This is an optimization exercise on Yosys and OpenROAD, whose aim is small area, a short achievable clock period and few clock cycles, not a production implementation. Only simulation tests tie the RTL to the original design; equivalence was not proved. Power and IR drop assume default switching activity.

== the reference run ==
==> flow/design.v (excerpt) <==
module huff_codegen (
    input  wire        clk,
    input  wire        rst,
    input  wire        start,
    input  wire [8:0]  src_len,
    input  wire        in_valid,
    output wire        in_ready,
    input  wire [7:0]  in_data,
    output wire        busy,
    output wire        out_valid,
    input  wire        out_ready,
    output wire [7:0]  out_value,
    output wire [7:0]  out_len,
    output wire [15:0] out_code
);
    localparam ST_IDLE  = 3'd0;
    localparam ST_LOAD  = 3'd1;
    localparam ST_MERGE = 3'd2;
    localparam ST_TDI   = 3'd3;
    localparam ST_TD    = 3'd4;
    localparam ST_OUT   = 3'd5;
    reg [2:0] state;
    reg       bz;           
    wire s_load  = (state == ST_LOAD);
    wire s_merge = (state == ST_MERGE);
    wire s_td    = (state == ST_TD);
    wire s_out   = (state == ST_OUT);
    integer i;
    function [3:0] tadd;
        input [3:0] a, b;
        begin
            tadd[0] = a[0] | b[0];
            tadd[1] = a[1] | b[1] | (a[0] & b[0]);
            tadd[2] = a[2] | b[2] | (a[1] & b[0]) | (a[0] & b[1]);
            tadd[3] = a[3] | b[3] | (a[2] & b[0]) | (a[1] & b[1]) | (a[0] & b[2]);
        end
    endfunction
    function [3:0] tsum16;
        input [63:0] x;
        reg [3:0] a [0:15];
        integer k, s;
        begin
            for (k = 0; k < 16; k = k + 1) a[k] = x[4*k +: 4];
            for (s = 1; s < 16; s = s * 2)
                for (k = 0; k < 16; k = k + 2 * s)
                    a[k] = tadd(a[k], a[k + s]);
            tsum16 = a[0];
        end
    endfunction
    reg        clr;         
    reg  [8:0] n;           
    reg        rdy_r;
    reg  [8:0] m;           
  ...
For scale: about 39,000 cells after synthesis, ~0.34 mm^2 of cells after synthesis.
clock: 10.0 ns
lec_check: 0
abc_area: 1
cap_margin: 40
core_margin: 2
core_utilization: 40
setup_slack_margin: 5
slew_margin: 20
synth_hierarchical: 1
synth_minimum_keep_size: 0
run.sh (not shown) runs the stock make flow with config.mk's settings and CLKGATE_MAP_FILE= SYNTH_SCRIPT=/design/flow/synth_recipe.tcl, a recipe that flattens the netlist after the stock synthesis.
Testbench counts of the reference run, summed over its fixed seeds: cycles 15,906.
--- input diff the reference run..the trial run ---
- putting TNS_END_PERCENT at 10 where nothing was set
- swapping 40 for 20 in CAP_MARGIN
[summary]
The trial run completed every stage of the flow, and the final layout passed the timing, DRC and antenna checks. Any difference in cell count between the reference run and the trial run is small enough to ignore. Length of routed met3 wiring (the trial run vs. the reference run) increases slightly. The trial run reports a lower area growth from synthesis to layout than the reference run does. Smallest hold slack is lower on the trial run. Sort the trial run and the reference run by endpoint required time on the critical path, ascending, and the reference run comes first.

---

## exp/nickel
huff_codegen, a different RTL version from the one above (not shown whole).
Size: ~6400 flip-flops, ~340000 µm² of cells after synthesis.
==> flow/config.mk <==
export PLATFORM = sky130hd
export DESIGN_NAME = huff_codegen
export DESIGN_NICKNAME = huff_codegen
export VERILOG_FILES = /design/flow/design.v
export SDC_FILE = /design/flow/constraint.sdc
export NUM_CORES = 8
export LEC_CHECK = 0
export ABC_AREA = 1
export CAP_MARGIN = 40
export CORE_MARGIN = 2
export CORE_UTILIZATION = 40
export SETUP_SLACK_MARGIN = 5
export SLEW_MARGIN = 20
export SYNTH_HIERARCHICAL = 1
export SYNTH_MINIMUM_KEEP_SIZE = 0
==> flow/constraint.sdc <==
create_clock -name core_clock -period 10.0 [get_ports {clk}]
set_input_delay 2.0000 -clock core_clock [delete_from_list [all_inputs] [get_ports {clk}]]
set_output_delay 2.0000 -clock core_clock [all_outputs]
set_load 0.01 [all_outputs]
exp/nickel | stages: all done | timing, DRC, antenna: all pass
Testbench counts of exp/nickel, summed over its fixed seeds: cycles 15,951.
## Diff of input files: exp/delta against exp/nickel
Settings: setting ABC_CLOCK_PERIOD_IN_PS to 4000 for the first time; removing SETUP_SLACK_MARGIN (formerly 5); removing ABC_AREA (formerly 1).
==> flow/flow/run.sh (new file) <==
#!/bin/bash
set -euo pipefail
bash standard.sh finish SETUP_SLACK_MARGIN=6.5 > standard_flow.log 2>&1
==> flow/standard.sh (new file) <==
#!/bin/bash
# synth_recipe.tcl (not shown) runs the flow's synth.tcl, then flattens the netlist and writes it again
# the make line also repeats each setting of config.mk as NAME=value (left out here)
make -C /OpenROAD-flow-scripts/flow DESIGN_CONFIG=/design/flow/config.mk WORK_HOME=/design/flow/orfs CLKGATE_MAP_FILE= SYNTH_SCRIPT=/design/flow/synth_recipe.tcl "${@:-finish}"
removed: flow/run.sh
Results
| fmax | exp/delta vs exp/nickel | ≈ equal |
Between exp/delta and exp/nickel, the number of storage elements in the synthesis netlist figures differ only marginally.
Of exp/delta and exp/nickel, exp/nickel shows the lower count of routing violations after the opening detailed-route iteration, with exp/delta above it.
Summary: final critical path time including I/O delays and setup, exp/delta worse than exp/nickel
Compared with exp/nickel, exp/delta shows a lower power dissipated in combinational cells.
exp/delta finished every stage and its layout cleared the timing, DRC and antenna checks.
Setup changes, exp/delta to exp/fjord
Settings: setting SETUP_SLACK_MARGIN to 5 for the first time.
==> flow/run.sh (new file) <==
#!/bin/bash
# synth_recipe.tcl (not shown) runs the flow's synth.tcl, then flattens the netlist and writes it again
# the make line also repeats each setting of config.mk as NAME=value (left out here)
make -C /OpenROAD-flow-scripts/flow DESIGN_CONFIG=/design/flow/config.mk WORK_HOME=/design/flow/orfs CLKGATE_MAP_FILE= SYNTH_SCRIPT=/design/flow/synth_recipe.tcl finish
removed: flow/flow/run.sh
removed: flow/standard.sh
STATUS power: exp/fjord wins against exp/delta. Switching power of the nets was higher in exp/delta than in exp/fjord. The run showing the smaller worst-case setup slack after placement is exp/delta. Capture point of the worst path: rdr[4] -> exp/fjord, gc[4].u.paR -> exp/delta. exp/fjord vs. exp/delta: largest net degree at the start of global routing went up by 5. In terms of total negative slack, exp/delta and exp/fjord differ only marginally. The maximum frequency on exp/delta is in line with that on exp/fjord. [compare] base=exp/delta new=exp/fjord: critical path depth decreased by 2 relative to the old numbers, clock period minus worst slack rose by 9.1 ps, worst max-slew margin expressed relative to the limit +1.8 points. Static leakage power ends up lower on exp/fjord.

## afterwards: timing with drivers on the ports
No port has a modelled driver above. Below, the same layouts with a new extraction and two added sets of constraints. Step 1 (the two cells are an assumption about what drives the block):
set clk [get_ports {clk}]
set_driving_cell -lib_cell sky130_fd_sc_hd__clkbuf_16 $clk
set_driving_cell -lib_cell sky130_fd_sc_hd__buf_2 [delete_from_list [all_inputs] $clk]
Step 2 times the ports against the registers' clock, not the clock port: input delays grow and output delays shrink by t, the midpoint of the rising clock arrivals with the driver on. Slacks: ideal ports / drivers / drivers and shift; pairs: ideal ports / drivers.
run	shift t [ns]	slack for setup (ns)	worst register clock-pin slew, ns	worst slew at a driven data input, ns
the reference run	1.320	4.478 / 4.478 / 4.478	0.07 / 0.07	0.05
the trial run	1.344	4.375 / 4.375 / 4.375	0.09 / 0.09	0.05
exp/nickel	1.293	4.813 / 4.813 / 4.813	0.07 / 0.07	0.06
exp/delta	1.361	4.804 / 4.804 / 4.804	0.07 / 0.07	0.39
exp/fjord	1.347	4.795 / 4.795 / 4.610	0.08 / 0.08	0.47
After both steps every run listed still meets setup and hold. For exp/fjord, which loses most, drivers alone change the setup slack by 0.000 ns; drivers and shift together by -0.185 ns.
